Context: an optimization exercise on an open-source flow, tuned for small area, a short achievable clock period and few clock cycles. The choices shown serve that exercise and are no tape-out recipe. Where RTL was checked, it was by simulation tests only, not by an equivalence proof against the original. The RTL of run 2 was laid out without a check of its function. Power is estimated from default activity; no workload was simulated.

<file path="design.v">
module vit_dec (
    input  wire        clk,
    input  wire        rst,           
    output wire        ready,
    input  wire        start,
    input  wire [3:0]  cfg_k,
    input  wire [3:0]  cfg_n,
    input  wire        cfg_order,
    input  wire [31:0] cfg_poly,
    input  wire [7:0]  cfg_ss,
    input  wire [7:0]  cfg_nb,
    output wire        sym_ready,
    input  wire        sym_valid,
    input  wire [3:0]  sym,
    output wire        done,
    output wire [2:0]  err,
    output wire [5:0]  final_state,
    output wire [7:0]  metric,
    output wire [31:0] bits
);
    localparam NS = 64;
    integer i, j, q;
    function [2:0] pop4;
        input [3:0] v;
        reg s0, c0;
        begin
            s0 = v[0] ^ v[1] ^ v[2];
            c0 = (v[0] & v[1]) | (v[0] & v[2]) | (v[1] & v[2]);
            pop4[0] = s0 ^ v[3];
            pop4[1] = c0 ^ (s0 & v[3]);
            pop4[2] = c0 & s0 & v[3];
        end
    endfunction
    function [5:0] addpop;
        input [5:0] a;
        input [3:0] v;
        reg s, c, k;
        integer i;
        begin
            s = v[0] ^ v[1] ^ v[2];
            c = (v[0] & v[1]) | (v[0] & v[2]) | (v[1] & v[2]);
            addpop[0] = a[0] ^ s ^ v[3];
            k = (a[0] & s) | (a[0] & v[3]) | (s & v[3]);
            addpop[1] = a[1] ^ c ^ k;
            k = (a[1] & c) | (a[1] & k) | (c & k);
            for (i = 2; i < 6; i = i + 1) begin
                addpop[i] = a[i] ^ k;
                k = a[i] & k;
            end
        end
    endfunction
    reg        busy;                 
    reg        bad;                  
    reg [2:0]  err_r;
    reg [2:0]  m;                    
    reg [5:0]  nb;
    reg [5:0]  taken;                
    reg [5:0]  step;                 
    reg        en;                   
    reg        zph;                  
    reg [2:0]  fcnt;                 
    reg        force_;               
    reg [5:0]  ssh;                  
    reg [2:0]  polyr [0:3];          
    reg [1:0]  yidx  [0:3];          
    reg [3:0]  yen;                  
    reg [3:0]  lo_r  [0:7];          
    reg [3:0]  hi_r  [0:7];          
    reg [3:0]  g0;                   
    reg [4:0]  c1h;                  
    reg [5:0]  fs_r;                 
    reg [7:0]  metric_r;             
    reg        pol;                  
    reg        rdy, symr, done_o;
    reg [2:0]  err_o;
    reg [5:0]  fs_o;
    reg [7:0]  metric_o;
    reg [31:0] bits_o;
    assign ready       = rdy;
    assign sym_ready   = symr;
    assign done        = done_o;
    assign err         = err_o;
    assign final_state = fs_o;
    assign metric      = metric_o;
    assign bits        = bits_o;
    wire [8:0] kt;
    wire [3:0] nt;
    genvar gi;
    generate
        for (gi = 0; gi < 9; gi = gi + 1) begin : g_kt
            assign kt[gi] = (cfg_k > gi);
        end
        for (gi = 0; gi < 4; gi = gi + 1) begin : g_nt
            assign nt[gi] = (cfg_n > gi);
        end
    endgenerate
    reg poly_bad, ss_bad;
    always @* begin
        poly_bad = 1'b0;
        for (j = 0; j < 4; j = j + 1)
            for (q = 0; q < 8; q = q + 1)
                poly_bad = poly_bad | (nt[j] & cfg_poly[8*j + q] & ~kt[q]);
        ss_bad = 1'b0;
        for (q = 0; q < 8; q = q + 1)
            ss_bad = ss_bad | (cfg_ss[q] & ~kt[q + 1]);
    end
    wire cfg_ok = kt[0] & ~kt[7] & nt[0] & ~cfg_n[3] & ~(cfg_n[2] & (cfg_n[1] | cfg_n[0])) & ~poly_bad;
    wire ss_ok  = ~ss_bad;
    wire nb_ok  = ~cfg_nb[7] & ~cfg_nb[6] & ~(cfg_nb[5] & (|cfg_nb[4:0]));
    wire       go    = cfg_ok & ss_ok & nb_ok;
    wire       nb_in0 = (cfg_nb == 8'd0);
    reg [3:0] hi_in [0:7];
    reg [3:0] g0_in;
    always @* begin
        for (q = 0; q < 8; q = q + 1)
            for (j = 0; j < 4; j = j + 1)
                hi_in[q][j] = (j < cfg_n) & ^(q[2:0] & cfg_poly[8*j+4 +: 3]);
        for (j = 0; j < 4; j = j + 1)
            g0_in[j] = (j < cfg_n) & cfg_poly[8*j];
    end
    wire       take      = sym_valid & symr;
    wire       start_ok  = ~busy & start;
    wire [6:0] last_step = 7'd31 + {4'd0, m};
    wire       fin       = busy & ~bad & en & ({1'b0, step} == last_step);
    wire       err_done  = busy & bad;
    wire       last_sym  = en && (step == nb - 6'd1);         
    wire       route_end = en && (m != 3'd0) && ({1'b0, step} == {1'b0, nb} + {4'd0, m} - 7'd1);
    wire [5:0] taken_nx  = taken + {5'd0, take};
    wire       busy_nx   = ~rst & (start_ok | (busy & ~fin & ~err_done));
    wire        tb0;                 
    wire [5:0]  pm0, pm1;
    wire [2:0]  ba0, bb0;
    wire [31:0] p0;                  
    wire [30:0] p1_true = pp[1][30:0] ^ {31{pol}};
    wire [31:0] p0_new  = {(tb0 ? p1_true : p0[30:0]), tb0};
    reg  [5:0] fs_a, fs_b, fs_new;
    always @* begin
        for (j = 0; j < 6; j = j + 1) begin
            fs_a[j] = (j < m - 3'd1) ? p0[m - 3'd2 - j] : 1'b0;
            fs_b[j] = (j < m - 3'd1) ? p1_true[m - 3'd2 - j] : 1'b0;
            fs_new[j] = (j == m - 3'd1) ? tb0 : (tb0 ? fs_b[j] : fs_a[j]);
        end
    end
    wire [5:0] fs_val = route_end ? fs_new : fs_r;
    wire [5:0] dpm = pm1 - pm0;      
    wire [7:0] metric_nx = tb0 ? metric_r + {{2{dpm[5]}}, dpm} + {5'd0, bb0}
                               : metric_r + {5'd0, ba0};
    integer t;
    always @(posedge clk) begin
        pol <= ~pol & ~rst;
        rdy      <= ~busy_nx;
        symr     <= ~rst & (start_ok ? (go & ~nb_in0) : (busy & ~bad & (taken_nx != nb)));
        done_o   <= ~rst & (fin | err_done);
        err_o    <= (fin | err_done) ? err_r : 3'd0;
        fs_o     <= fin ? fs_val : 6'd0;
        metric_o <= fin ? metric_nx : 8'd0;
        for (t = 0; t < 32; t = t + 1)
            bits_o[t] <= fin & p0_new[31 - t];
        busy <= busy_nx;
        if (rst) begin
            bad <= 1'b0;
            en  <= 1'b0;
        end else if (start_ok) begin
            m    <= cfg_k[2:0] - 3'd1;
            nb   <= cfg_nb[5:0];
            for (q = 0; q < 8; q = q + 1)
                hi_r[q] <= nb_in0 ? 4'd0 : hi_in[q];
            g0 <= nb_in0 ? 4'd0 : g0_in;
            for (i = 0; i < 5; i = i + 1)
                c1h[i] <= nb_in0 ? (i == 0) : (pop4(g0_in) == i);
            for (i = 0; i < 4; i = i + 1) begin
                polyr[i] <= (i < cfg_n) ? cfg_poly[8*i+1 +: 3] : 3'd0;
                yidx[i]  <= cfg_order ? i[1:0] : (cfg_n[1:0] - 2'd1 - i[1:0]);
                yen[i]   <= (i < cfg_n);
            end
            taken  <= 6'd0;
            step   <= 6'd0;
            zph    <= nb_in0;
            fcnt   <= cfg_k[2:0] - 3'd1;
            force_ <= (cfg_k[2:0] != 3'd1);
            ssh    <= cfg_ss[5:0];
            fs_r   <= 6'd0;
            metric_r <= 8'd0;
            if (!cfg_ok)
                err_r <= 3'd3;
            else if (!ss_ok)
                err_r <= 3'd4;
            else if (!nb_ok)
                err_r <= 3'd5;
            else
                err_r <= 3'd0;
            bad <= ~go;
            en  <= 1'b0;
        end else if (busy && !bad) begin
            taken <= taken_nx;
            if (en) begin
                step     <= step + 6'd1;
                ssh      <= ssh >> 1;
                fcnt     <= fcnt - {2'd0, force_};
                force_   <= force_ && (fcnt != 3'd1);
                metric_r <= metric_nx;
            end
            if (last_sym) begin
                zph <= 1'b1;
                for (q = 0; q < 8; q = q + 1)
                    hi_r[q] <= 4'd0;
                g0  <= 4'd0;
                c1h <= 5'b00001;
            end
            fs_r <= fs_val;
            en   <= ~fin & (take | zph | last_sym);
        end else begin
            en <= 1'b0;
        end
    end
    reg [3:0] ysel;
    reg [3:0] lo_nx [0:7];
    always @* begin
        for (j = 0; j < 4; j = j + 1)
            ysel[j] = yen[j] & sym[yidx[j]];
        for (q = 0; q < 8; q = q + 1)
            for (j = 0; j < 4; j = j + 1)
                lo_nx[q][j] = ^(q[2:0] & polyr[j]) ^ ysel[j];
    end
    always @(posedge clk)
        for (q = 0; q < 8; q = q + 1)
            lo_r[q] <= take ? lo_nx[q] : 4'd0;
    function pick;
        input [3:0] u;
        input [4:0] y;
        begin
            case (u)
                4'b0000: pick = y[0];
                4'b0001, 4'b0010, 4'b0100, 4'b1000: pick = y[1];
                4'b0111, 4'b1011, 4'b1101, 4'b1110: pick = y[3];
                4'b1111: pick = y[4];
                default: pick = y[2];
            endcase
        end
    endfunction
    wire [5:0]  pm [0:NS-1];
    wire [31:0] pp [0:NS-1];       
    wire [4:0]  yd [0:NS/2-1];
    wire        pm_hold = busy & ~en;    
    genvar s;
    generate
        for (s = 0; s < NS / 2; s = s + 1) begin : g_x
            vit_dec_bfly u_bfly (.pma(pm[2 * s]), .pmb(pm[2 * s + 1]), .c(c1h), .y(yd[s]));
        end
    endgenerate
    generate
        for (s = 0; s < NS; s = s + 1) begin : g_acs
            localparam integer KK = (s >= 32) ? 6 : (s >= 16) ? 5 : (s >= 8) ? 4 :
                                    (s >= 4) ? 3 : (s >= 2) ? 2 : (s >= 1) ? 1 : 0;
            localparam integer L  = 32 - KK;       
            localparam integer PA = (2 * s) % 64;
            wire [3:0] va = hi_r[s / 8] ^ lo_r[s % 8];
            wire [3:0] vb = va ^ g0;
            wire [3:0] u  = va & g0;
            wire [5:0] pma = pm[PA];
            wire [5:0] pmb = pm[PA + 1];
            reg  [4:0] e;
            always @* begin
                e = 5'd0;
                case (u)
                    4'b0000: e[0] = 1'b1;
                    4'b0001, 4'b0010, 4'b0100, 4'b1000: e[1] = 1'b1;
                    4'b0111, 4'b1011, 4'b1101, 4'b1110: e[3] = 1'b1;
                    4'b1111: e[4] = 1'b1;
                    default: e[2] = 1'b1;
                endcase
            end
            wire sa, sb;
            vit_dec_sel u_sel (
                .e(e & {5{en & ~force_}}), .y(yd[PA / 2]),
                .fa(en & force_ & ~ssh[0]), .fb(en & force_ & ssh[0]), .sa(sa), .sb(sb));
            vit_dec_pm u_pm (
                .clk(clk), .hold(pm_hold), .sa(sa), .sb(sb),
                .a(addpop(pma, va)), .b(addpop(pmb, vb)), .q(pm[s]));
            if (s == 0) begin : g_p0
                assign tb0 = force_ ? ssh[0] : pick(u, yd[PA / 2]);
                assign ba0 = pop4(va);
                assign bb0 = pop4(vb);
            end
            if (s == 0) begin : g_pt
                reg [31:0] ppr;
                always @(posedge clk)
                    if (en)
                        ppr <= p0_new;
                assign pp[s] = ppr;
            end else begin : g_pn
                wire [L-2:0] sa_v = (PA == 0) ? (pp[0][L-2:0] ^ {(L-1){pol}}) : pp[PA][L-2:0];
                wire [L-2:0] sb_v = pp[PA + 1][L-2:0];
                wire [L-1:0] q;
                vit_dec_path #(.L(L)) u_path (
                    .clk(clk), .hold(~en), .sa(sa), .sb(sb),
                    .a({sa_v, pol}), .b({sb_v, ~pol}), .q(q));
                assign pp[s] = {{(32-L){1'b0}}, q};
            end
        end
    endgenerate
    assign pm0 = pm[0];
    assign pm1 = pm[1];
    assign p0  = pp[0];
endmodule
module vit_dec_path #(
    parameter L = 26
) (
    input  wire         clk,
    input  wire         hold,
    input  wire         sa,
    input  wire         sb,
    input  wire [L-1:0] a,
    input  wire [L-1:0] b,
    output reg  [L-1:0] q
);
    always @(posedge clk)
        q <= ~(({L{hold}} & q) | ({L{sa}} & a) | ({L{sb}} & b));
endmodule
module vit_dec_pm (
    input  wire       clk,
    input  wire       hold,
    input  wire       sa,
    input  wire       sb,
    input  wire [5:0] a,
    input  wire [5:0] b,
    output reg  [5:0] q
);
    always @(posedge clk)
        q <= ({6{hold}} & q) | ({6{sa}} & a) | ({6{sb}} & b);
endmodule
module vit_dec_bfly (
    input  wire [5:0] pma,
    input  wire [5:0] pmb,
    input  wire [4:0] c,           
    output wire [4:0] y
);
    wire signed [5:0] xs = pma - pmb;    
    wire [9:0] z;                        
    genvar v;
    generate
        for (v = -4; v <= 5; v = v + 1) begin : g_z
            assign z[v + 4] = (xs >= v);
        end
    endgenerate
    assign y[0] = (c[0] & z[5]) | (c[1] & z[6]) | (c[2] & z[7]) | (c[3] & z[8]) | (c[4] & z[9]);
    assign y[1] = (c[1] & z[3]) | (c[2] & z[5]) | (c[3] & z[6]) | (c[4] & z[7]);
    assign y[2] = (c[2] & z[2]) | (c[3] & z[3]) | (c[4] & z[5]);
    assign y[3] = (c[3] & z[1]) | (c[4] & z[2]);
    assign y[4] = (c[4] & z[0]);
endmodule
module vit_dec_sel (
    input  wire [4:0] e,
    input  wire [4:0] y,
    input  wire       fa,
    input  wire       fb,
    output wire       sa,
    output wire       sb
);
    assign sb = |(e & y) | fb;
    assign sa = |(e & ~y) | fa;
endmodule
</file>
<file path="flow/run.sh">
#!/bin/bash
set -euo pipefail
export SETUP_SLACK_MARGIN=9.75
bash standard.sh > standard.log 2>&1
</file>
<file path="standard.sh">
#!/bin/bash
# synth_recipe.tcl (not shown) runs the flow's synth.tcl, then flattens the netlist and writes it again
# the make line also repeats each setting of config.mk as NAME=value (left out here)
make -C /OpenROAD-flow-scripts/flow DESIGN_CONFIG=/design/flow/config.mk WORK_HOME=/design/flow/orfs CLKGATE_MAP_FILE= SYNTH_SCRIPT=/design/flow/synth_recipe.tcl "${@:-finish}"
</file>
<file path="config.mk">
export PLATFORM = sky130hd
export DESIGN_NAME = vit_dec
export DESIGN_NICKNAME = vit_dec
export VERILOG_FILES = /design/flow/design.v
export SDC_FILE = /design/flow/constraint.sdc
export NUM_CORES = 8
export LEC_CHECK = 0
export CAP_MARGIN = 20
export CORE_MARGIN = 2
export CORE_UTILIZATION = 45
export CTS_CLUSTER_DIAMETER = 100
export CTS_CLUSTER_SIZE = 30
export PLACE_DENSITY = 0.6
export SLEW_MARGIN = 20
export SYNTH_HIERARCHICAL = 1
</file>
<file path="constraint.sdc">
create_clock -name core_clock -period 14.0 [get_ports {clk}]
set_input_delay 2.8000 -clock core_clock [delete_from_list [all_inputs] [get_ports {clk}]]
set_output_delay 2.8000 -clock core_clock [all_outputs]
set_load 0.01 [all_outputs]
</file>
==> notes.md, run 1 <==
- Tightest Hold Check Type: reg2reg
- Yosys cell types: 93
- Clk buf depth: 3
- CP cell instances: buf_12, ha_4, inv_2, fa_2, inv_2, ha_4, xor2_2, fa_1, inv_1, ha_2, inv_2, fa_2, nand2b_4, a21oi_4, nor4_2, a311oi_1, xor2_1, o211ai_1, a21oi_1
- H-tree levels: 3
- Multi-input logic area: 71,200 sq um
- Fin cells: 16,100
- Leak Pwr: 61.0 nW
- # clock sinks: between 2,000 and 2,500
- Global-route wire length before repair: 714,000 um
- Total of max-cap violations: 0
- Global placement routability congestion: between 0.9 and 1
- CP Buf/Inv Count: 5
- Routed vias/inst: a little under 7
- Fin. Hold Viols: 0
- I/O pins: 117
- Seq/Total Area, Yosys: 36.6%
- Num CTS Buffers: between 100 and 150
- Syn_area_per_cell: ~10 sq um
- Synth area leader: dfxtp_1
- Worst VDD drop: between 0.0001 and 0.00015 V
- Max-slew violation count: 0
- Number of iterations in the first detailed-routing pass: 22
- Post-DP HPWL: 350,000 um
- Post-synth EDFFs: approximately 140
- Area fraction of the dominant cell type after synthesis: 33.3%
- Filler cell count: around 26,000
- CP Launch Type: flop
- Final Cycle Share: between 30% and 40%
- Clock latency on the worst-skew pair: between 800 and 900 ps
- PortBufs: 116
- Top FF cell, synth: dfxtp_1
- Pwr/cell area: 174 nW/um^2
- Asr flop ratio synth: 0%
- Dpl cells: between 15,000 and 20,000
- CP top delay family: adder cells
- Area contributors post-synth: dfxtp_1, a222oi_1, ha_1
- Seq cells post-synth: approximately 2,300
- Largest net degree at the start of global routing: around 250
- Syn nets: about 14,000
- Arr. time, crit path: just under 5000 ps
- Crit. End Element: flop
- Clk root buf: clkbuf_16
- Area grow syn2layout: 6.53%
- Clock-pin slew on the worst setup and hold paths: between 100 and 150 ps
- Site Rows: ~200
- Worst slew pin tran: between 1000 and 1500 ps
- Mapped cell area: 130,000 sq um
- Via Count: ~110k
- Die ar.: slightly below 300,000 sq um
- Clock skew: roughly 100 ps
- Post-cts hold buffer count: 0
- Worst Path Required: roughly 15,000 ps
- Critical-path cell with the highest stage delay: fa_2
- Core area: 288,000 sq um
- Worst-path fanout max: 2
- Setup_tns: 0 ps
- Gr ovfl total: 0
- Post-DRT Antenna Nets: 0
- DR WL/cell: about 31 um
- Max Clock Freq: between 200 and 250 MHz
- Initial antenna violation count: 14
- Die W: 542 um
- Residual DRC: 0
- Synthesized netlist cell count: roughly 13,000
- GRT Util Overall: approximately a third
- Vias in the first global route: approximately 110k
- Top cell by count, worst path: inv_2
- Drt total wl: 500,000 um
- Slew Limit Headroom: 18.3%
- TritonCTS clock tree: built
- RSZ-0062 raised after global routing: true
- Ys Warns: 26
- Die Ht: between 500 and 600 um
- Initial DRC Count: about 24,000
- # setup viols final: 0
- Status: finished clean
- Initial Util: ~45%
- Nets: approximately 14,000
- Critical Path Max Stage Delay: 600 ps
- Share of cells above drive strength 1: under 10%
- Critical path class: reg2reg
- Post-layout minimum cycle time: ~4300 ps
- Storage cell area: 47,600 sq um
==> Yosys stat by module (local to each module, per instance), a selection <==
| module | area, sq um | cells | flops+latches |
|---|---|---|---|
| vit_dec_sel | 73.8 | 11 | 0 |
| vit_dec_bfly | 419 | 59 | 0 |
| vit_dec | 42900 | 4806 | 227 |
| vit_dec_pm | 203 | 18 | 6 |
==> registers in the layout (all words and copies together) (netlist names), 12 cells and up <==
| name | flops |
|---|---|
| polyr | 12 |
| g_acs.g_pt.ppr | 31 |
| lo_r | 32 |
| g_acs.g_pn.u_path.q | 1695 |
| bits_o | 32 |
| hi_r | 28 |
| g_acs.u_pm.q | 384 |
==> layout make-up <==
type	instances	area share (%)
Multi-Input combinational cell	7412	51.4
Sequential cell	2306	34.4
Inverter	2076	5.65
Tap cell	3781	3.41
Timing Repair Buffer	402	2.62
Clock buffer	114	1.94
Clock inverter	41	0.578
Antenna cell	10	0.0181
Timing Repair inverter	2	0.00722
==> synth_stat cells, types with 191 or more instances <==
| cell | count |
|---|---|
| dfxtp_1 | 2167 |
| a222oi_1 | 2080 |
| inv_1 | 2074 |
| ha_1 | 990 |
| xor2_1 | 464 |
| fa_1 | 426 |
| a21oi_1 | 423 |
| nor2_1 | 379 |
| buf_6 | 364 |
| nand2_1 | 284 |
| buf_2 | 203 |
| nor2b_1 | 193 |
| xnor2_1 | 191 |
==> path summary, 6_finish.rpt <==
path | startpoint | depth (start not counted) | slack (ps) | to
hold reg to reg | g_acs[33].g_pn.u_path.q[25] | 1 | 420 | g_acs[16].g_pn.u_path.q[26]
setup reg to reg | g0[2] | 19 | 9730 | metric_r[7]
hold / removal | g_acs[33].g_pn.u_path.q[25] | 1 | 420 | g_acs[16].g_pn.u_path.q[26]
setup / recovery | g0[2] | 19 | 9730 | metric_r[7]
==> cells by family after synthesis <==
logic type               Yosys count  synth area share (%)
AO/OA/AOI/OAI                   3520                  24.2
XOR/XNOR                         687                  4.81
adder cells (fa/ha/maj)         1416                  16.1
buffers and inverters           2791                  10.4
flip-flops                      2306                  36.6
multiplexers                     117                  1.03
AND/OR/NAND/NOR                 1670                  6.91
==> repair_timing <==
item	CTS	global route
pin swaps	18	44
endpoints found under the setup margin	2190	1589
cloned	5	5
hold endpoints to repair	0	0
buffers inserted	27	23
gates resized for setup	317	174
==> power breakdown <==
group          switching (W)  total, W  internal (W)  leakage (nW)
logic                0.00351   0.00718       0.00367          40.0
registers            0.00366    0.0130       0.00937          19.4
clock network        0.00242   0.00393       0.00151          1.66
==> cell usage in the layout (no fill, tap or decap), drive strengths merged, types with 67 or more instances in the layout <==
cell	Yosys	layout
inv	2076	2095
o21a	69	69
ha	990	990
o311a	105	105
mux2i	94	94
nor2	379	379
edfxtp	139	139
a222oi	2080	2080
clkbuf	101	123
and2	107	107
o22ai	67	67
fa	426	426
a22oi	134	134
nand2	316	316
xor2	496	496
a21oi	424	424
xnor2	191	191
dfxtp	2167	2167
buf	614	322
nor2b	193	193
nand2b	73	73
nand3	183	183
o21ai	155	155
==> layer usage <==
layer	wire length (um)	up-vias	track usage [%]
li1	-	47300	-
met1	198000	55200	44.0
met2	210000	6994	48.3
met3	71200	967	9.50
met4	21400	8	12.3
met5	58	-	0
==> metrics by stage <==
stage	setup slack (ps)	utilization (%)	hold WS, ps	power (W)	instance area [sq um]
final	9730	48.1	418	0.0241	139000
after global routing	9620	48.1	449	0.0252	139000
after CTS	9670	47.7	408	0.0236	137000
after detailed placement	8120	46.3	429	0.0197	133000
after global placement	7990	46.3	426	0.0193	133000
after floorplan	8850	-	415	0.0165	130000
Testbench counts, summed over its fixed seeds: cycles 18,947.
==> inputs of run 2 (changes only) <==
--- a/design.v
+++ b/design.v
@@ -34,19 +34,20 @@
     function [5:0] addpop;
         input [5:0] a;
         input [3:0] v;
-        reg s, c, k;
-        integer i;
+        reg s, c, k0, k1, a23, a234;
         begin
-            s = v[0] ^ v[1] ^ v[2];
-            c = (v[0] & v[1]) | (v[0] & v[2]) | (v[1] & v[2]);
+            s  = v[0] ^ v[1] ^ v[2];
+            c  = (v[0] & v[1]) | (v[0] & v[2]) | (v[1] & v[2]);
             addpop[0] = a[0] ^ s ^ v[3];
-            k = (a[0] & s) | (a[0] & v[3]) | (s & v[3]);
-            addpop[1] = a[1] ^ c ^ k;
-            k = (a[1] & c) | (a[1] & k) | (c & k);
-            for (i = 2; i < 6; i = i + 1) begin
-                addpop[i] = a[i] ^ k;
-                k = a[i] & k;
-            end
+            k0 = (a[0] & s) | (a[0] & v[3]) | (s & v[3]);
+            addpop[1] = a[1] ^ c ^ k0;
+            k1 = (a[1] & c) | (a[1] & k0) | (c & k0);
+            a23  = a[2] & a[3];
+            a234 = a23 & a[4];
+            addpop[2] = a[2] ^ k1;
+            addpop[3] = a[3] ^ (k1 & a[2]);
+            addpop[4] = a[4] ^ (k1 & a23);
+            addpop[5] = a[5] ^ (k1 & a234);
         end
     endfunction
     reg        busy;                 
@@ -242,6 +243,16 @@
     wire [31:0] pp [0:NS-1];       
     wire [4:0]  yd [0:NS/2-1];
     wire        pm_hold = busy & ~en;    
+    reg [3:0] lob [0:7];
+    reg [3:0] lom [0:7];
+    reg [3:0] him [0:7];
+    always @* begin
+        for (q = 0; q < 8; q = q + 1) begin
+            lob[q] = lo_r[q] ^ g0;
+            lom[q] = lo_r[q] & g0;
+            him[q] = hi_r[q] & g0;
+        end
+    end
     genvar s;
     generate
         for (s = 0; s < NS / 2; s = s + 1) begin : g_x
@@ -255,8 +266,8 @@
             localparam integer L  = 32 - KK;       
             localparam integer PA = (2 * s) % 64;
             wire [3:0] va = hi_r[s / 8] ^ lo_r[s % 8];
-            wire [3:0] vb = va ^ g0;
-            wire [3:0] u  = va & g0;
+            wire [3:0] vb = hi_r[s / 8] ^ lob[s % 8];
+            wire [3:0] u  = him[s / 8] ^ lom[s % 8];
             wire [5:0] pma = pm[PA];
             wire [5:0] pmb = pm[PA + 1];
             reg  [4:0] e;
--- a/config.mk
+++ b/config.mk
@@ -7,9 +7,9 @@
 export LEC_CHECK = 0
 export CAP_MARGIN = 20
 export CORE_MARGIN = 2
-export CORE_UTILIZATION = 45
+export CORE_UTILIZATION = 38
 export CTS_CLUSTER_DIAMETER = 100
 export CTS_CLUSTER_SIZE = 30
-export PLACE_DENSITY = 0.6
+export PLACE_DENSITY = 0.52
 export SLEW_MARGIN = 20
 export SYNTH_HIERARCHICAL = 1
==> run 2 against run 1 <==
Effect of this change: total power down 0.53%; clock skew shrank 26 ps; utilization is 6.8 points lower; still clean.
==> notes.md, run 2 <==
- Status: finished clean
- # setup viols final: 0
- Post-DP HPWL: between 400,000 and 500,000 um
- DR WL/cell: 34.8 um
- Routed vias/inst: approximately 6.7
- Vias in the first global route: 106,000
- Number of iterations in the first detailed-routing pass: 20
- Clock skew: about 77 ps
- Post-cts hold buffer count: 0
- RSZ-0062 raised after global routing: true
- Total of max-cap violations: 0
- Area fraction of the dominant cell type after synthesis: around a third
- Die W: approximately 600 um
- PortBufs: about 120
- Top-count cell post-synth: dfxtp_1
- Initial antenna violation count: 20
- Drt total wl: 591,000 um
- Critical-path cell with the highest stage delay: nor4_4
- Final core utilization: between 40% and 50%
- Global-route wire length before repair: roughly 810,000 um
- Syn_area_per_cell: 10.3 sq um
- Top FF cell, synth: dfxtp_1
- Clock latency on the worst-skew pair: a little under 900 ps
- Die ar.: around 340,000 sq um
- Synthesized netlist cell count: about 13,000
- Seq cells post-synth: approximately 2,300
- Most frequent cells in the layout: a222oi_1, dfxtp_1, inv_1
- Multi-input logic area: approximately 73,000 sq um
- Ys Warns: 32
- Asr flop ratio synth: 0%
- Post-synth top cells: dfxtp_1, a222oi_1, inv_1
- Filler cell count: approximately 33,000
- Worst Path Required: approximately 15,000 ps
- Largest registers: g_acs.g_pn.u_path.q (1695), g_acs.u_pm.q (384)
- Area grow syn2layout: 8.50%
- H-tree levels: 3
- Clk root buf: clkbuf_16
- Max FFs per register: about 1,700
- Setup_tns: 0 ps
- Clock-pin slew on the worst setup and hold paths: 110 ps
- Slew Limit Headroom: a little over a fifth
- CP top delay family: simple AND/OR/NAND/NOR gates
- Post-synth EDFFs: ~140
- # clock sinks: around 2,300
- Seq/Total Area, Yosys: 36.8%
- Max-slew violation count: 0
- CP Buf/Inv Count: 2
- Critical path class: in2reg
- Global placement routability congestion: a little under 1
- Final Cycle Share: around 31%
- Num CTS Buffers: just over 100
- Via Count: between 100k and 150k
- Die Ht: 587 um
- Fin. Hold Viols: 0
- Yosys cell types: 81
- TritonCTS clock tree: built
- Arr. time, crit path: between 5000 and 6000 ps
- Nets: approximately 13,000
- CP cell instances: dlygate4sd2_1, a22o_1, nor4_4, buf_4, nand2_2, o22ai_2, nor2_1
- Site Rows: between 200 and 250
- Initial DRC Count: ~25,000
- Residual DRC: 0
- Post-layout minimum cycle time: between 4000 and 5000 ps
- Largest net degree at the start of global routing: 237
- Worst VDD drop: 0.000124 V
- Share of cells above drive strength 1: approximately a tenth
- Mapped cell area: between 100,000 and 150,000 sq um
- CP Launch Type: primary input
- Worst-path fanout max: 3
- Clk buf depth: 3
- Commonest non-fill, non-tap cell in the layout: a222oi_1
- Leak Pwr: around 56 nW
- Area contributors post-synth: dfxtp_1, a222oi_1, fa_1
- Synth area leader: dfxtp_1
- Worst slew pin tran: 1170 ps
- Tightest Hold Check Type: reg2reg
- Crit. End Element: flop
- Storage cell area: between 40,000 and 50,000 sq um
- GRT Util Overall: around a third
- Initial Util: 38.1%
- Core area: ~340,000 sq um
- Pwr/cell area: 171 nW/um^2
- Critical Path Max Stage Delay: around 730 ps
- Post-DRT Antenna Nets: 0
- Largest Register: g_acs.g_pn.u_path.q
- I/O pins: about 120
- Gr ovfl total: 0
- Syn nets: 13,600
- Max Clock Freq: between 200 and 250 MHz
## run 2: logic make-up (layout without fill, tap and decap cells)
logic type,after synthesis,count (layout),share of synthesized area (%)
AOI/OAI and AO/OA,3474,3474,24.1
adders and majority gates,936,936,11.5
buffers and inverters,2392,2220,9.29
muxes,56,56,0.535
DFF,2306,2306,36.8
other,0,31,0
xor gates and xnor gates,1440,1440,9.95
and+or+nand+nor,1975,1979,7.74
## run 2: power breakdown
| group | total (W) | switching, W | leakage [nW] | internal (W) |
|---|---|---|---|---|
| combinational | 0.00712 | 0.00348 | 35.4 | 0.00364 |
| clock | 0.00387 | 0.00244 | 1.57 | 0.00144 |
| sequential | 0.0130 | 0.00366 | 19.4 | 0.00936 |
| total | 0.0240 | 0.00958 | 56.4 | 0.0144 |
## run 2: timing repair
action	4_1_cts	5_1_grt
gates cloned	7	2
resized for setup	475	283
pin swaps	43	65
endpoints found under the setup margin	2259	1857
buffers inserted	52	39
## run 2: layer usage
layer | share of wire, % | global-route usage [%] | vias to the layer above
li1 | - | - | 47400
met1 | 40 | 44.0 | 57000
met2 | 41 | 46.9 | 7345
met3 | 13 | 9.53 | 1130
met4 | 5.8 | 16.3 | 6
met5 | 0.0069 | 0 | -
## run 2: final timing paths
path | slack (ps) | start | cells after the start | end
worst max register to register | 9650 | g0[0] | 19 | metric_r[7]
worst min register to register | 430 | g_acs[2].g_pn.u_path.q[28] | 1 | g_acs[1].g_pn.u_path.q[29]
worst max-delay path | 9610 | cfg_ss[4] | 7 | bad
worst min-delay path | 430 | g_acs[2].g_pn.u_path.q[28] | 1 | g_acs[1].g_pn.u_path.q[29]
## run 2: Yosys stat by module (local to each module, per instance), a selection
module	cell area, sq um	flip-flops and latches
vit_dec_bfly	419	0
vit_dec_sel	73.8	0
vit_dec	42100	227
vit_dec_pm	203	6
## run 2: through the flow
stage / std cells / instance area, sq um / setup slack (ps) / hold slack [ps] / total power, W
finish: 17000 / 140000 / 9610 / 433 / 0.0240
global route: 17000 / 140000 / 9510 / 459 / 0.0250
CTS: 16900 / 138000 / 9530 / 435 / 0.0235
global placement: 16700 / 134000 / 6690 / 426 / 0.0193
detailed placement: 16700 / 134000 / 6900 / 431 / 0.0196
floorplan: 12600 / 129000 / 9020 / 415 / 0.0163
## run 2: final cells by class
cell class	instances	share of cell area, %
antenna	31	0.0553
tap	4536	4.05
timing repair inverter	2	0.00892
timing repair buffer	487	3.22
clock inverter	37	0.500
sequential	2306	34.0
inverter	1581	4.25
clock buffer	113	1.86
multi-input combinational	7885	52.1
==> inputs of run 3 (changes only) <==
--- a/design.v
+++ b/design.v
@@ -78,7 +78,8 @@
     reg [7:0]  metric_o;
     reg [31:0] bits_o;
     assign ready       = rdy;
-    assign sym_ready   = symr;
+    wire       symr_nx;
+    vit_dec_ff u_symr (.clk(clk), .d(symr_nx), .q(sym_ready));
     assign done        = done_o;
     assign err         = err_o;
     assign final_state = fs_o;
@@ -128,9 +129,10 @@
     wire       route_end = en && (m != 3'd0) && ({1'b0, step} == {1'b0, nb} + {4'd0, m} - 7'd1);
     wire [5:0] taken_nx  = taken + {5'd0, take};
     wire       busy_nx   = ~rst & (start_ok | (busy & ~fin & ~err_done));
+    assign     symr_nx   = ~rst & (start_ok ? (go & ~nb_in0) : (busy & ~bad & (taken_nx != nb)));
     wire        tb0;                 
     wire [5:0]  pm0, pm1;
-    wire [2:0]  ba0, bb0;
+    reg  [2:0]  ba0, bb0;            
     wire [31:0] p0;                  
     wire [30:0] p1_true = pp[1][30:0] ^ {31{pol}};
     wire [31:0] p0_new  = {(tb0 ? p1_true : p0[30:0]), tb0};
@@ -150,7 +152,7 @@
     always @(posedge clk) begin
         pol <= ~pol & ~rst;
         rdy      <= ~busy_nx;
-        symr     <= ~rst & (start_ok ? (go & ~nb_in0) : (busy & ~bad & (taken_nx != nb)));
+        symr     <= symr_nx;
         done_o   <= ~rst & (fin | err_done);
         err_o    <= (fin | err_done) ? err_r : 3'd0;
         fs_o     <= fin ? fs_val : 6'd0;
@@ -223,9 +225,12 @@
             for (j = 0; j < 4; j = j + 1)
                 lo_nx[q][j] = ^(q[2:0] & polyr[j]) ^ ysel[j];
     end
-    always @(posedge clk)
+    always @(posedge clk) begin
         for (q = 0; q < 8; q = q + 1)
             lo_r[q] <= take ? lo_nx[q] : 4'd0;
+        ba0 <= take ? pop4(lo_nx[0]) : 3'd0;
+        bb0 <= take ? pop4(lo_nx[0] ^ g0) : 3'd0;
+    end
     function pick;
         input [3:0] u;
         input [4:0] y;
@@ -290,8 +295,6 @@
                 .a(addpop(pma, va)), .b(addpop(pmb, vb)), .q(pm[s]));
             if (s == 0) begin : g_p0
                 assign tb0 = force_ ? ssh[0] : pick(u, yd[PA / 2]);
-                assign ba0 = pop4(va);
-                assign bb0 = pop4(vb);
             end
             if (s == 0) begin : g_pt
                 reg [31:0] ppr;
@@ -371,3 +374,11 @@
     assign sb = |(e & y) | fb;
     assign sa = |(e & ~y) | fa;
 endmodule
+module vit_dec_ff (
+    input  wire clk,
+    input  wire d,
+    output reg  q
+);
+    always @(posedge clk)
+        q <= d;
+endmodule
==> flow/run.sh (replaced) <==
#!/bin/bash
set -euo pipefail
export SETUP_SLACK_MARGIN=9.9
export BUFFER_PORTS_ARGS="-buffer_cell sky130_fd_sc_hd__buf_4"
bash standard.sh > standard.log 2>&1
--- a/config.mk
+++ b/config.mk
@@ -7,9 +7,9 @@
 export LEC_CHECK = 0
 export CAP_MARGIN = 20
 export CORE_MARGIN = 2
-export CORE_UTILIZATION = 38
+export CORE_UTILIZATION = 45
 export CTS_CLUSTER_DIAMETER = 100
-export CTS_CLUSTER_SIZE = 30
-export PLACE_DENSITY = 0.52
+export CTS_CLUSTER_SIZE = 25
+export PLACE_DENSITY = 0.6
 export SLEW_MARGIN = 20
 export SYNTH_HIERARCHICAL = 1
==> run 3 against run 2 <==
Effect of this change: cell area shrank 0.48%; sequential share of layout area grew 0.31 points; critical path depth shrank 6; clock skew grew 15 ps; die area shrank 15%.
==> notes.md, run 3 <==
- Status: finished clean
- Post-DP HPWL: around 390,000 um
- Post-cts hold buffer count: 0
- Largest net degree at the start of global routing: about 240
- Clock latency on the worst-skew pair: about 860 ps
- Asr flop ratio synth: 0%
- Ys Warns: 33
- TritonCTS clock tree: built
- Area grow syn2layout: 7.79%
- Gr busiest metal: met2
- Max-slew violation count: 0
- CP top delay family: flip-flops
- Syn nets: 13,600
- Post-DRT Antenna Nets: 0
- Global placement routability congestion: about 1
- Clock skew: 92.5 ps
- CP cell instances: buf_6
- Seq/Total Area, Yosys: between 30% and 40%
- Area after DPL: roughly 130,000 sq um
- Initial DRC Count: 26,700
- Clk root buf: clkbuf_16
- Via Count: 114,000
- Slew Limit Headroom: between 15 and 20%
- I/O pins: 117
- Residual DRC: 0
- Worst slew pin tran: 1250 ps
- Post-layout minimum cycle time: roughly 4300 ps
- Arr. time, crit path: roughly 1500 ps
- Final Cycle Share: a little under a third
- Core area: approximately 290,000 sq um
- Hold_ws: roughly 440 ps
- CP Launch Type: flop
- Met3 usage: between 10% and 20%
- Die W: roughly 540 um
- Clock-pin slew on the worst setup and hold paths: around 100 ps
- Num CTS Buffers: 110
- Share of cells above drive strength 1: between 10% and 20%
- Critical Path Max Stage Delay: approximately 510 ps
- Number of iterations in the first detailed-routing pass: 29
- Pwr/cell area: ~170 nW/um^2
- Die Ht: ~540 um
- Synthesized netlist cell count: between 10,000 and 15,000
- Post-synth EDFFs: between 100 and 150
- M1 GR Usage: roughly 49%
- PortBufs: ~120
- Initial Util: 45.3%
- Seq cells post-synth: 2,313
- Max FFs per register: 1,695
- GRT Util Overall: between 30% and 40%
- Syn_area_per_cell: 10.3 sq um
- Vias in the first global route: about 110k
- Dpl cells: around 16,000
- Area fraction of the dominant cell type after synthesis: about a third
- Worst-path fanout max: 1
- Crit. End Element: primary output
- RSZ-0062 raised after global routing: true
- Fin cells: about 16,000
- DR WL/cell: approximately 34 um
- Setup_tns: 0 ps
- Synth area leader: dfxtp_1
- Storage cell area: 47,900 sq um
- Top-count cell post-synth: dfxtp_1
- Filler cell count: between 20,000 and 30,000
- Multi-input logic area: approximately 73,000 sq um
- Initial antenna violation count: 16
- # clock sinks: 2,313
- # setup viols final: 0
- Post-synth top cells: dfxtp_1, a222oi_1, inv_1
- CP Buf/Inv Count: 1
- Die ar.: about 290,000 sq um
- GR met2 Demand/Resource: around half
- Max Clock Freq: 234 MHz
- Critical path class: reg2out
- Critical-path cell with the highest stage delay: dfxtp_4
- Largest Register: g_acs.g_pn.u_path.q
- Reg-to-Reg Start: hi_r[1][3]
- Crit. Startpoint: bits_o[30]
- Yosys cell types: 86
- Hold_sp: g_acs[31].g_pn.u_path.q[26]
- Leak Pwr: 56.6 nW
- Tightest Hold Check Type: reg2reg
- Most frequent cells in the layout: a222oi_1, dfxtp_1, inv_1
- Global-route wire length before repair: 775,000 um
- Total of max-cap violations: 0
- Area contributors post-synth: dfxtp_1, a222oi_1, fa_1
- Top FF cell, synth: dfxtp_1
- Site Rows: 196
- Drt total wl: between 500,000 and 600,000 um
- Largest registers: g_acs.g_pn.u_path.q (1695), g_acs.u_pm.q (384)
- Mapped cell area: approximately 130,000 sq um
- Routed vias/inst: 7.04
- Clk buf depth: 3
- Worst VDD drop: ~0.00012 V
- Nets: about 13,000
- Fin. Hold Viols: 0
- H-tree levels: 3
- Gr ovfl total: 0
- Commonest non-fill, non-tap cell in the layout: a222oi_1
- Final instance area: between 100,000 and 150,000 sq um
- Worst Path Required: around 11,000 ps
## run 3: cell types whose count changed in the layout (fill, tap and decap cells not counted), sizes merged, moves of 12 or more
cell	delta
a21oi	-12
buf	+46
and2	+35
nor2b	-37
clkdlybuf4s15	-16
nor2	-19
nand2	+24
o21ai	+16
clkbuf	+12
diode	-16
clkdlybuf4s50	-42
## run 3: repair_timing
| action | 4_1_cts | 5_1_grt |
|---|---|---|
| resized for setup | 311 | 347 |
| gates cloned | 8 | 6 |
| setup endpoints to repair | 2262 | 2129 |
| pin swaps | 31 | 95 |
| setup buffers | 40 | 54 |
## run 3: power by group
part / total, W / switching, W / internal (W)
clock: 0.00390 / 0.00235 / 0.00155
sequential: 0.0131 / 0.00373 / 0.00935
combinational: 0.00634 / 0.00298 / 0.00336
## run 3: area by class of cell
cell class,instances,area share (%)
Inverter,1591,4.31
Clock buffer,128,2.05
Sequential cell,2313,34.3
Timing Repair Buffer,461,3.17
Multi-Input combinational cell,7891,52.4
Tap cell,3762,3.37
Antenna cell,15,0.0269
Clock inverter,29,0.356
## run 3: logic make-up (layout without fill, tap and decap cells)
kind of cell	after synthesis	after routing	synth area share, %
flops	2313	2313	36.8
mux	54	54	0.558
other cells	0	15	0
fa+ha+maj	939	939	11.6
compound gates	3461	3461	24.0
xor+xnor	1443	1443	9.95
buf+inv	2399	2209	9.31
simple gates	1985	1994	7.77
## run 3: Yosys stat by module (local to each module, per instance), a selection
module | cells inside | cell area (sq um)
vit_dec_pm | 18 | 203
vit_dec_sel | 11 | 73.8
vit_dec_ff | 1 | 20.0
vit_dec_bfly | 59 | 419
vit_dec | 4892 | 42300
## run 3: final timing paths
kind / to / slack [ps] / depth (start not counted)
worst min-delay path: g_acs[15].g_pn.u_path.q[27] / 440 / 1
worst max register to register: g_acs[10].g_pn.u_path.q[15] / 9800 / 11
worst max-delay path: bits[30] / 9720 / 1
worst min register to register: g_acs[15].g_pn.u_path.q[27] / 440 / 1
## run 3: metal layers
metal / wire length [um] / vias up
li1: - / 47400
met1: 212000 / 57000
met2: 217000 / 8301
met3: 92200 / 1326
met4: 34800 / 2
met5: 250 / -
## run 3: metrics by stage
stage               utilization, %  worst slack (ps)  total power (W)
floorplan                        -              8930           0.0157
global placement              46.3              8280           0.0185
detailed placement            46.3              8280           0.0187
CTS                           48.1              9700           0.0226
global route                  48.8              9710           0.0241
finish                        48.8              9720           0.0233
Testbench counts of run 3, summed over its fixed seeds: cycles 18,947.
==> inputs of run 4 (changes only) <==
==> flow/run.sh (replaced) <==
#!/bin/bash
set -euo pipefail
export SETUP_SLACK_MARGIN=9.8
export BUFFER_PORTS_ARGS="-buffer_cell sky130_fd_sc_hd__buf_4"
bash standard.sh > standard.log 2>&1
==> run 4 against run 3 <==
Effect of this change: still clean; routed wire length up 0.94%; hold slack improved by 0.90 ps; total power is 0.20% higher; clock skew grew 5.2 ps; via count is 0.18% lower; utilization fell by 0.38 points; setup slack better by 30 ps; first-iteration DRC count increased by 2.1%; clock power up 2%; die area stayed put; fmax is 0.70% higher; global-route usage increased by 0.54 points; largest power group unchanged; highest routed layer unchanged.
==> notes.md, run 4 <==
- Status: finished clean
- Worst VDD drop: between 0.0001 and 0.00015 V
- Sw frac: between 30% and 40%
- Die ar.: ~300,000 sq um
- Top-count cell post-synth: dfxtp_1
- Max FFs per register: between 1,500 and 2,000
- Mapped cell area: between 100,000 and 150,000 sq um
- Worst-path fanout max: 1
- Die W: about 540 um
- Clock skew: between 90 and 100 ps
- Seq/Total Area, Yosys: a little under two fifths
- PortBufs: 116
- Num CTS Buffers: around 110
- Post-synth top cells: dfxtp_1, a222oi_1, inv_1
- Final Cycle Share: a little under a third
- Critical path class: reg2out
- Routed vias/inst: between 7 and 8
- Hold depth: 1
- Worst slew pin tran: between 1000 and 1500 ps
- Ys Warns: 33
- Post-DP HPWL: between 300,000 and 400,000 um
- Reg2Reg Setup Slack: between 9000 and 10,000 ps
- Synthesized netlist cell count: approximately 13,000
- Filler cell count: between 20,000 and 30,000
- Max-slew violation count: 0
- # setup viols final: 0
- Multi-input logic area: approximately 73,000 sq um
- CP top delay family: flip-flops
- Reg-to-Reg Start: en
- Sequential share of power: a little under three fifths
- Share of cells above drive strength 1: between 9 and 10%
- Crit. End Element: primary output
- Final core utilization: between 40 and 50%
- Clk pwr share: 17.0%
- Leak Pwr: between 50 and 60 nW
- Synth area leader: dfxtp_1
- Initial DRC Count: approximately 27,000
- Met3 WL: ~91,000 um
- Syn nets: about 14,000
- Vias in the first global route: about 110k
- WL met1: 220,000 um
- Tightest Hold Check Type: reg2reg
- Hold_ws: approximately 440 ps
- Initial Util: a little under half
- Initial antenna violation count: 18
- # clock sinks: between 2,000 and 2,500
- Global placement routability congestion: ~0.98
- Nets: between 10,000 and 15,000
- Hold_sp: g_acs[17].g_pn.u_path.q[26]
- Crit. Startpoint: fs_o[1]
- Pwr/cell area: around 170 nW/um^2
- Largest net degree at the start of global routing: 258
- Area grow syn2layout: 6.94%
- Area contributors post-synth: dfxtp_1, a222oi_1, fa_1
- Slew Limit Headroom: around 20%
- Most frequent cells in the layout: a222oi_1, dfxtp_1, inv_1
- Global-route wire length before repair: about 780,000 um
- CP Launch Type: flop
- Post-layout minimum cycle time: between 4000 and 5000 ps
- Post-cts hold buffer count: 0
- Clk root buf: clkbuf_16
- Drt total wl: between 500,000 and 600,000 um
- Core area: about 290,000 sq um
- Comb power frac: a little over a quarter
- Top FF cell, synth: dfxtp_1
- Syn_area_per_cell: just over 10 sq um
- Largest registers: g_acs.g_pn.u_path.q (1695), g_acs.u_pm.q (384)
- Clock-pin slew on the worst setup and hold paths: around 100 ps
- Post-DRT Antenna Nets: 0
- Post-synth EDFFs: between 100 and 150
- Largest Register: g_acs.g_pn.u_path.q
- Total of max-cap violations: 0
- Site Rows: slightly below 200
- RSZ-0062 raised after global routing: true
- TritonCTS clock tree: built
- Arr. time, crit path: between 1000 and 1500 ps
- Final instance area: about 140,000 sq um
- I/O pins: ~120
- Storage cell area: roughly 48,000 sq um
- Area fraction of the dominant cell type after synthesis: roughly 34%
- Number of iterations in the first detailed-routing pass: 23
- Seq cells post-synth: 2,313
- Setup_tns: 0 ps
- Asr flop ratio synth: 0%
- Hold Path Sink: g_acs[8].g_pn.u_path.q[27]
- R2R depth: 5
- CP cell instances: buf_6
- Max Clock Freq: 235 MHz
- Via Count: 114,000
- Met2 wire len: approximately 220,000 um
- GRT Util Overall: 36.7%
- CP Buf/Inv Count: 1
- Yosys cell types: 86
- Die Ht: about 540 um
- Commonest non-fill, non-tap cell in the layout: a222oi_1
- H-tree levels: 3
- Fin. Hold Viols: 0
- Clock latency on the worst-skew pair: between 800 and 900 ps
- Top sig layer: met5
- Critical Path Max Stage Delay: between 400 and 500 ps
- DR WL/cell: approximately 35 um
- Residual DRC: 0
- Sw Pwr: about 0.009 W
- Gr ovfl total: 0
- Area after DPL: ~130,000 sq um
- Clk buf depth: 3
- Critical-path cell with the highest stage delay: dfxtp_4
- Worst Path Required: 11,200 ps
- Reg-to-reg critical path endpoint: g_acs[23].g_pn.u_path.q[11]
- Internal power: around 0.014 W
-- run 4: worst max path at each step --
stage,to,cells past startpoint,slack [ps]
global route,g_acs[4].u_pm.q[5],15,9740
finish,final_state[1],1,9750
detailed placement,symr,11,8280
global placement,symr,11,8240
CTS,final_state[0],1,9730
floorplan,g_acs[0].u_pm.q[0],3,8930
-- run 4: timing repair --
action | in CTS | in global routing
hold endpoints to repair | 0 | 0
gates cloned | 4 | 2
resized for setup | 143 | 261
pin swaps | 13 | 44
setup endpoints to repair | 2236 | 2092
setup buffers | 29 | 27
-- run 4: through the flow --
step	total power [W]	instances	worst slack [ps]
after detailed placement	0.0188	15900	8280
after global routing	0.0241	16200	9740
after floorplan	0.0157	12600	8930
final	0.0234	16200	9750
after CTS	0.0227	16100	9730
after global placement	0.0185	15900	8240
-- run 4: worst reg2reg max path, cell delays in order (launching register included) --
cell	delay [ps]
dfxtp_4	920
inv_12	320
buf_16	610
buf_16	840
buf_8	950
a222oi_1	490
-- run 4: final cells by class --
class	count	share of cell area [%]
Antenna cell	8	0.0145
Timing Repair Buffer	436	2.79
Inverter	1591	4.33
Tap cell	3762	3.40
Clock inverter	33	0.405
Sequential cell	2313	34.5
Multi-Input combinational cell	7885	52.4
Clock buffer	131	2.11
-- run 4: logic make-up (layout without fill, tap and decap cells) --
logic type | count (synthesis) | count (layout) | share of synthesized area, %
other | 0 | 8 | 0
buffers and inverters | 2399 | 2191 | 9.31
AO/OA/AOI/OAI | 3461 | 3461 | 24.0
multiplexers | 54 | 54 | 0.558
flip-flops | 2313 | 2313 | 36.8
XOR/XNOR | 1443 | 1443 | 9.95
AND/OR/NAND/NOR | 1985 | 1988 | 7.77
adder cells (fa/ha/maj) | 939 | 939 | 11.6
-- run 4: power groups by stage --
| stage | sequential [W] | clock [W] | combinational [W] |
|---|---|---|---|
| 2_1_floorplan | 0.0109 | 0 | 0.00477 |
| 3_3_place_gp | 0.0128 | 0 | 0.00570 |
| 3_5_place_dp | 0.0129 | 0 | 0.00592 |
| 4_1_cts | 0.0127 | 0.00398 | 0.00600 |
| 5_1_grt | 0.0132 | 0.00420 | 0.00675 |
| 6_report | 0.0132 | 0.00398 | 0.00623 |
-- run 4: per-module statistics from Yosys, one instance, submodules excluded, a selection --
| module | cell area [sq um] | cells |
|---|---|---|
| vit_dec_bfly | 419 | 59 |
| vit_dec_sel | 73.8 | 11 |
| vit_dec_ff | 20.0 | 1 |
| vit_dec | 42300 | 4892 |
| vit_dec_pm | 203 | 18 |
-- run 4: metal layers --
metal / GRT usage (%) / vias to the layer above
met5: 0 / -
met4: 17.7 / 6
met3: 13.3 / 1161
met2: 50.6 / 8301
met1: 50.2 / 57000
li1: - / 47300
==> inputs of run 5 (changes only) <==
--- a/design.v
+++ b/design.v
@@ -130,6 +130,7 @@
     wire [5:0] taken_nx  = taken + {5'd0, take};
     wire       busy_nx   = ~rst & (start_ok | (busy & ~fin & ~err_done));
     assign     symr_nx   = ~rst & (start_ok ? (go & ~nb_in0) : (busy & ~bad & (taken_nx != nb)));
+    wire       en_nx     = ~rst & ~start_ok & busy & ~bad & ~fin & (take | zph | last_sym);
     wire        tb0;                 
     wire [5:0]  pm0, pm1;
     reg  [2:0]  ba0, bb0;            
@@ -211,7 +212,7 @@
                 c1h <= 5'b00001;
             end
             fs_r <= fs_val;
-            en   <= ~fin & (take | zph | last_sym);
+            en   <= en_nx;
         end else begin
             en <= 1'b0;
         end
@@ -247,7 +248,6 @@
     wire [5:0]  pm [0:NS-1];
     wire [31:0] pp [0:NS-1];       
     wire [4:0]  yd [0:NS/2-1];
-    wire        pm_hold = busy & ~en;    
     reg [3:0] lob [0:7];
     reg [3:0] lom [0:7];
     reg [3:0] him [0:7];
@@ -287,11 +287,12 @@
                 endcase
             end
             wire sa, sb;
-            vit_dec_sel u_sel (
-                .e(e & {5{en & ~force_}}), .y(yd[PA / 2]),
-                .fa(en & force_ & ~ssh[0]), .fb(en & force_ & ssh[0]), .sa(sa), .sb(sb));
+            wire hold, hold_pm;
+            vit_dec_ctl u_ctl (
+                .clk(clk), .en_nx(en_nx), .busy(busy), .e(e), .y(yd[PA / 2]),
+                .force_(force_), .fbit(ssh[0]), .sa(sa), .sb(sb), .hold(hold), .hold_pm(hold_pm));
             vit_dec_pm u_pm (
-                .clk(clk), .hold(pm_hold), .sa(sa), .sb(sb),
+                .clk(clk), .hold(hold_pm), .sa(sa), .sb(sb),
                 .a(addpop(pma, va)), .b(addpop(pmb, vb)), .q(pm[s]));
             if (s == 0) begin : g_p0
                 assign tb0 = force_ ? ssh[0] : pick(u, yd[PA / 2]);
@@ -307,7 +308,7 @@
                 wire [L-2:0] sb_v = pp[PA + 1][L-2:0];
                 wire [L-1:0] q;
                 vit_dec_path #(.L(L)) u_path (
-                    .clk(clk), .hold(~en), .sa(sa), .sb(sb),
+                    .clk(clk), .hold(hold), .sa(sa), .sb(sb),
                     .a({sa_v, pol}), .b({sb_v, ~pol}), .q(q));
                 assign pp[s] = {{(32-L){1'b0}}, q};
             end
@@ -363,16 +364,26 @@
     assign y[3] = (c[3] & z[1]) | (c[4] & z[2]);
     assign y[4] = (c[4] & z[0]);
 endmodule
-module vit_dec_sel (
+module vit_dec_ctl (
+    input  wire       clk,
+    input  wire       en_nx,
+    input  wire       busy,
     input  wire [4:0] e,
     input  wire [4:0] y,
-    input  wire       fa,
-    input  wire       fb,
+    input  wire       force_,
+    input  wire       fbit,
     output wire       sa,
-    output wire       sb
+    output wire       sb,
+    output wire       hold,
+    output wire       hold_pm
 );
-    assign sb = |(e & y) | fb;
-    assign sa = |(e & ~y) | fa;
+    reg el;
+    always @(posedge clk)
+        el <= en_nx;
+    assign sb      = el & ((~force_ & |(e & y)) | (force_ & fbit));
+    assign sa      = el & ((~force_ & |(e & ~y)) | (force_ & ~fbit));
+    assign hold    = ~el;
+    assign hold_pm = busy & ~el;
 endmodule
 module vit_dec_ff (
     input  wire clk,
==> flow/run.sh (replaced) <==
#!/bin/bash
set -euo pipefail
export SETUP_SLACK_MARGIN=9.75
bash standard.sh > standard.log 2>&1
==> run 5 against run 4 <==
Effect of this change: still clean; fmax shrank 0.53%; hold slack got worse by 8.0 ps; setup slack lost 23 ps; critical endpoint is now g_acs[3].u_ctl.el.
==> notes.md, run 5 <==
- Num CTS Buffers: around 120
- TritonCTS clock tree: built
- Commonest non-fill, non-tap cell in the layout: a222oi_1
- Die ar.: about 300,000 sq um
- Slew Limit Headroom: a little under a fifth
- Met3 WL: 63,200 um
- Area contributors post-synth: dfxtp_1, a222oi_1, fa_1
- Share of cells above drive strength 1: under 10%
- Worst VDD drop: between 0.0001 and 0.00015 V
- Final Cycle Share: a little under a third
- Status: finished clean
- Drt total wl: about 570,000 um
- Residual DRC: 0
- Largest Register: g_acs.g_pn.u_path.q
- Clock latency on the worst-skew pair: just over 900 ps
- Worst-path fanout max: 38
- Reg-to-Reg Start: hi_r[2][2]
- Final core utilization: around half
- Hold_ws: about 430 ps
- Worst Path Required: ~15,000 ps
- Asr flop ratio synth: 0%
- DR WL/cell: around 34 um
- Hold_sp: g_acs[45].g_pn.u_path.q[13]
- Area grow syn2layout: 7.41%
- GRT Util Overall: 37.0%
- Tightest Hold Check Type: reg2reg
- # clock sinks: about 2,400
- Max-slew violation count: 0
- Syn_area_per_cell: roughly 10 sq um
- Global placement routability congestion: between 0.9 and 1
- Clock skew: approximately 83 ps
- WL met1: roughly 200,000 um
- Seq/Total Area, Yosys: 37.3%
- Syn nets: between 10,000 and 15,000
- Mapped cell area: around 130,000 sq um
- Top sig layer: met5
- Pwr/cell area: around 170 nW/um^2
- Post-synth top cells: dfxtp_1, a222oi_1, inv_1
- Max Clock Freq: around 230 MHz
- Area fraction of the dominant cell type after synthesis: ~34%
- Top-count cell post-synth: dfxtp_1
- Synthesized netlist cell count: between 10,000 and 15,000
- Initial antenna violation count: 20
- Die Ht: 544 um
- Met2 wire len: approximately 240,000 um
- Area after DPL: 136,000 sq um
- RSZ-0062 raised after global routing: true
- PortBufs: about 120
- Top FF cell, synth: dfxtp_1
- Clk buf depth: 3
- Vias in the first global route: 113,000
- Total of max-cap violations: 0
- Largest net degree at the start of global routing: 121
- Largest registers: g_acs.g_pn.u_path.q (1695), g_acs.u_pm.q (384), g_acs.u_ctl.el (64)
- Ys Warns: 34
- Nets: about 14,000
- Yosys cell types: between 80 and 90
- Initial Util: 45.2%
- CP Launch Type: primary input
- Final instance area: ~140,000 sq um
- Gr ovfl total: 0
- Synth area leader: dfxtp_1
- Critical path class: in2reg
- Max FFs per register: about 1,700
- Number of iterations in the first detailed-routing pass: 22
- Post-DP HPWL: 411,000 um
- Filler cell count: 26,800
- Global-route wire length before repair: roughly 800,000 um
- Routed vias/inst: approximately 6.9
- Most frequent cells in the layout: a222oi_1, dfxtp_1, inv_1
- Post-synth EDFFs: about 140
- Site Rows: slightly below 200
- # setup viols final: 0
- Clk root buf: clkbuf_16
- Fin. Hold Viols: 0
- Core area: around 290,000 sq um
- Via Count: around 110k
- Post-DRT Antenna Nets: 0
- Worst slew pin tran: 1220 ps
- H-tree levels: 3
- Crit. Startpoint: rst
- Clock-pin slew on the worst setup and hold paths: roughly 100 ps
- Setup_tns: 0 ps
- Initial DRC Count: 24,100
- Post-layout minimum cycle time: 4270 ps
- Overall power: between 0.02 and 0.025 W
- Post-cts hold buffer count: 0
- Arr. time, crit path: between 4000 and 5000 ps
- Crit. End Element: flop
- Die W: roughly 540 um
- Leak Pwr: between 50 and 60 nW
- Seq cells post-synth: ~2,400
- I/O pins: 117
==> run 5: repair_timing <==
item                       in CTS  in global routing
buffers inserted               10                 19
pin swaps                      10                 51
setup endpoints to repair    1155               1548
gates resized for setup       329                197
gates cloned                    3                  1
==> run 5: metal layers <==
layer	vias to the layer above	global-route usage, %
li1	48200	-
met1	57200	44.6
met2	7635	55.6
met3	1834	8.49
met4	6	31.8
met5	-	0
==> run 5: path summary, 6_finish.rpt <==
path / end / slack (ps) / cells past startpoint
max: g_acs[3].u_ctl.el / 9730 / 4
min: g_acs[54].g_pn.u_path.q[14] / 430 / 1
max reg2reg: g_acs[19].u_pm.q[4] / 9810 / 11
min reg2reg: g_acs[54].g_pn.u_path.q[14] / 430 / 1
==> run 5: report_power, final <==
group	internal, W	leakage, nW	switching, W
registers	0.00957	20.0	0.00369
logic	0.00370	36.7	0.00356
clock network	0.00161	1.73	0.00245
==> run 5: kinds of logic (layout without fill, tap and decap cells) <==
family | after synthesis | in the layout | synth area share (%)
xor gates and xnor gates | 1436 | 1436 | 9.75
buffers and inverters | 2665 | 2472 | 9.95
AOI/OAI and AO/OA | 3546 | 3546 | 24.0
adders and majority gates | 938 | 938 | 11.4
and+or+nand+nor | 1749 | 1750 | 6.66
DFF | 2377 | 2377 | 37.3
muxes | 119 | 119 | 1.02
other | 0 | 14 | 0
==> run 5: final cells by class <==
cell class	instances	area (sq um)	area share, %
Tap cell	3900	4880	3.46
Timing Repair inverter	1	7.51	0.00532
Clock buffer	129	3030	2.14
Clock inverter	33	526	0.372
Sequential cell	2377	49000	34.7
Antenna cell	14	35.0	0.0248
Timing Repair Buffer	422	3560	2.52
Multi-Input combinational cell	7789	72900	51.7
Inverter	1887	7120	5.05
==> run 5: stage by stage <==
| step | cells | worst slack, ps |
|---|---|---|
| final | 16600 | 9730 |
| after global placement | 16300 | 7820 |
| after CTS | 16500 | 9620 |
| after detailed placement | 16300 | 7780 |
| after floorplan | 12800 | 7830 |
| after global routing | 16500 | 9690 |
==> run 5: worst max-delay path, stage by stage <==
cell             delay, ps
clkdlybuf4s50_1        690
nor2_2                 390
o311a_4                520
buf_8                  440
==> run 5: Yosys stat by module (local to each module, per instance), excerpt <==
module | cells inside | times used | flops+latches | cell area [sq um]
vit_dec | 4872 | 1 | 233 | 42100
vit_dec_bfly | 59 | 32 | 0 | 419
vit_dec_pm | 18 | 64 | 6 | 203
vit_dec_ctl | 15 | 64 | 1 | 108
vit_dec_ff | 1 | 1 | 1 | 20.0
Testbench counts of run 5, summed over its fixed seeds: cycles 18,947.
==> inputs of run 6 (changes only) <==
==> flow/run.sh (replaced) <==
#!/bin/bash
set -euo pipefail
export SETUP_SLACK_MARGIN=9.9
export BUFFER_PORTS_ARGS="-buffer_cell sky130_fd_sc_hd__buf_4"
bash standard.sh > standard.log 2>&1
==> run 6 against run 5 <==
Effect of this change: register-to-register slack gained 80 ps; total power decreased by 0.15%; hold slack got worse by 9.2 ps; global-route usage up 0.093 points; first-iteration DRC count barely moved; utilization up 0.41 points; highest routed layer unchanged; area after synthesis is the same; largest power group unchanged; synthesized cell count stayed put; still clean.
==> notes.md, run 6 <==
- Area after DPL: 136,000 sq um
- Syn_area_per_cell: 10.2 sq um
- Reg2Reg Setup Slack: just under 10,000 ps
- Via Count: about 120k
- Final Cycle Share: between 30% and 40%
- Max-slew violation count: 0
- Seq cells post-synth: roughly 2,400
- Synthesized netlist cell count: around 13,000
- Post-DP HPWL: between 400,000 and 500,000 um
- Final instance area: 142,000 sq um
- Critical-path cell with the highest stage delay: dfxtp_4
- Global-route wire length before repair: 803,000 um
- Num CTS Buffers: 115
- Seq/Total Area, Yosys: 37.3%
- Clock latency on the worst-skew pair: ~900 ps
- Pwr/cell area: 172 nW/um^2
- Leak Pwr: slightly below 60 nW
- Core area: a little under 300,000 sq um
- Clk root buf: clkbuf_16
- Largest net degree at the start of global routing: about 130
- Area grow syn2layout: 8.31%
- DR WL/cell: between 30 and 40 um
- # clock sinks: ~2,400
- Max FFs per register: 1,695
- Die Ht: roughly 540 um
- Arr. time, crit path: roughly 1400 ps
- Asr flop ratio synth: 0%
- TritonCTS clock tree: built
- Largest Register: g_acs.g_pn.u_path.q
- Largest registers: g_acs.g_pn.u_path.q (1695), g_acs.u_pm.q (384), g_acs.u_ctl.el (64)
- Initial antenna violation count: 33
- Max Clock Freq: between 200 and 250 MHz
- Share of cells above drive strength 1: a little over a tenth
- Worst Path Required: 11,200 ps
- Ys Warns: 34
- Reg-to-reg critical path endpoint: g_acs[38].g_pn.u_path.q[24]
- Dpl cells: 16,400
- I/O pins: roughly 120
- Top FF cell, synth: dfxtp_1
- Area contributors post-synth: dfxtp_1, a222oi_1, fa_1
- Post-cts hold buffer count: 0
- Hold Path Sink: g_acs[12].g_pn.u_path.q[13]
- Commonest non-fill, non-tap cell in the layout: a222oi_1
- # setup viols final: 0
- Synth area leader: dfxtp_1
- Vias in the first global route: about 110k
- Final core utilization: slightly below 50%
- Drt total wl: around 570,000 um
- Critical Path Max Stage Delay: 410 ps
- Post-synth top cells: dfxtp_1, a222oi_1, inv_1
- Residual DRC: 0
- Crit. End Element: primary output
- Post-layout minimum cycle time: ~4200 ps
- Critical path class: reg2out
- Hold_sp: g_acs[25].g_pn.u_path.q[12]
- Clock-pin slew on the worst setup and hold paths: around 100 ps
- Worst slew pin tran: 1280 ps
- Most frequent cells in the layout: a222oi_1, dfxtp_1, inv_1
- Routed vias/inst: just under 7
- Die ar.: around 300,000 sq um
- Global placement routability congestion: 0.994
- Post-DRT Antenna Nets: 0
- H-tree levels: 3
- CP cell instances: buf_6
- CP Launch Type: flop
- Number of iterations in the first detailed-routing pass: 17
- Area fraction of the dominant cell type after synthesis: between 30% and 40%
- Fin cells: ~17,000
- CP top delay family: flip-flops
- Worst VDD drop: approximately 0.00016 V
- R2R depth: 11
- Initial Util: a little under half
- Yosys cell types: just over 80
- Status: finished clean
- Initial DRC Count: 24,000
- Worst-path fanout max: 1
- Hold depth: 1
- Gr ovfl total: 0
- Tightest Hold Check Type: reg2reg
- Post-synth EDFFs: ~140
- Die W: ~540 um
- PortBufs: 116
- Site Rows: a little under 200
- Nets: about 14,000
- Setup_tns: 0 ps
- Top-count cell post-synth: dfxtp_1
- Syn nets: between 10,000 and 15,000
- Clk buf depth: 3
- Clock skew: ~80 ps
- Slew Limit Headroom: ~15%
- Fin. Hold Viols: 0
- Mapped cell area: approximately 130,000 sq um
- Total of max-cap violations: 0
- GRT Util Overall: a little under two fifths
- RSZ-0062 raised after global routing: true
- CP Buf/Inv Count: 1
- Reg-to-Reg Start: g_acs[12].u_pm.q[2]
## run 6: cell counts after synthesis
Identical to the previous run, type by type.
## run 6: what timing repair did
item	in CTS	in global routing
cloned	3	1
pin swaps	16	144
setup buffers	15	31
setup endpoints to repair	2149	2037
gates resized for setup	224	370
## run 6: cell type report
type,count,area [sq um]
inverters,1887,7140
repair buffers,449,4240
clock buffers,125,2930
multi-input cells,7788,73400
repair inverters,1,7.51
well taps,3900,4880
diodes,6,15.0
clock inverters,35,573
fillers,26600,149000
flip-flops and latches,2377,49200
## run 6: worst max path at each step
stage | start | to | slack (ps) | cells past startpoint
floorplan | force_ | g_acs[1].g_pn.u_path.q[0] | 7830 | 3
global placement | cfg_n[2] | c1h[0] | 8750 | 11
detailed placement | cfg_n[2] | c1h[0] | 8790 | 11
CTS | bits_o[16] | bits[16] | 9750 | 1
global route | bits_o[14] | bits[14] | 9750 | 1
finish | bits_o[16] | bits[16] | 9770 | 1
## run 6: per-module statistics from Yosys (local to each module, per instance), a selection
module	cells inside	area, sq um	copies in the design
vit_dec	4872	42100	1
vit_dec_bfly	59	419	32
vit_dec_pm	18	203	64
vit_dec_ctl	15	108	64
vit_dec_ff	1	20.0	1
## run 6: cell families after synthesis
| family | share of synthesized area, % |
|---|---|
| buffers and inverters | 9.95 |
| AO/OA/AOI/OAI | 24.0 |
| flip-flops | 37.3 |
| XOR/XNOR | 9.75 |
| multiplexers | 1.02 |
| AND/OR/NAND/NOR | 6.66 |
| adder cells (fa/ha/maj) | 11.4 |
## run 6: where the power goes
part	total, W	switching [W]	internal [W]
Sequential	0.0132	0.00364	0.00957
Combinational	0.00732	0.00358	0.00374
Clock	0.00402	0.00243	0.00159
Total	0.0245	0.00964	0.0149
## run 6: layer usage
layer  up-vias  part of all wire [%]  GRT usage [%]
li1      48300                     -              -
met1     57000                    36           44.9
met2      7973                    43           55.9
met3      1963                    11           7.96
met4        12                    10           31.9
met5         -                 0.012              0
## run 6: stage by stage
step                      hold WS [ps]  setup slack [ps]  power, W
after global routing               446              9750    0.0255
final                              425              9770    0.0245
after CTS                          429              9750    0.0240
after floorplan                    415              7830    0.0167
after global placement             429              8750    0.0197
after detailed placement           431              8790    0.0201

separate check: timing with driven ports:
How much do the figures lean on ideal ports? The routed layouts below were timed once more, with nothing changed but the port constraints.
Step 1, drivers: a clkbuf_16 drives clk and a buf_2 each remaining input, both assumed.
Step 2 also shifts input and output timing later by t, the mid clock arrival at the registers, as if the neighbouring blocks saw the same clock.
Slacks: no drivers / after step 1 / after step 2; pairs: no drivers / after step 1.
run | t, ns | setup slack, ns | worst data-port slew with drivers (ns) | pins driven straight from the clock port
run 1 | 0.942 | 9.732 / 9.634 / 8.908 | 0.06 | 1
run 2 | 0.943 | 9.614 / 9.649 / 8.747 | 0.07 | 1
run 3 | 0.912 | 9.722 / 9.626 / 9.023 | 0.08 | 1
run 4 | 0.910 | 9.751 / 9.659 / 8.952 | 0.08 | 1
run 5 | 0.979 | 9.729 / 9.668 / 8.832 | 0.07 | 1
run 6 | 0.982 | 9.772 / 9.664 / 9.004 | 0.07 | 1
After both steps every run listed still meets setup and hold. The setup slack of run 5, which loses most, moves by -0.061 ns with the drivers and by -0.897 ns with both steps.
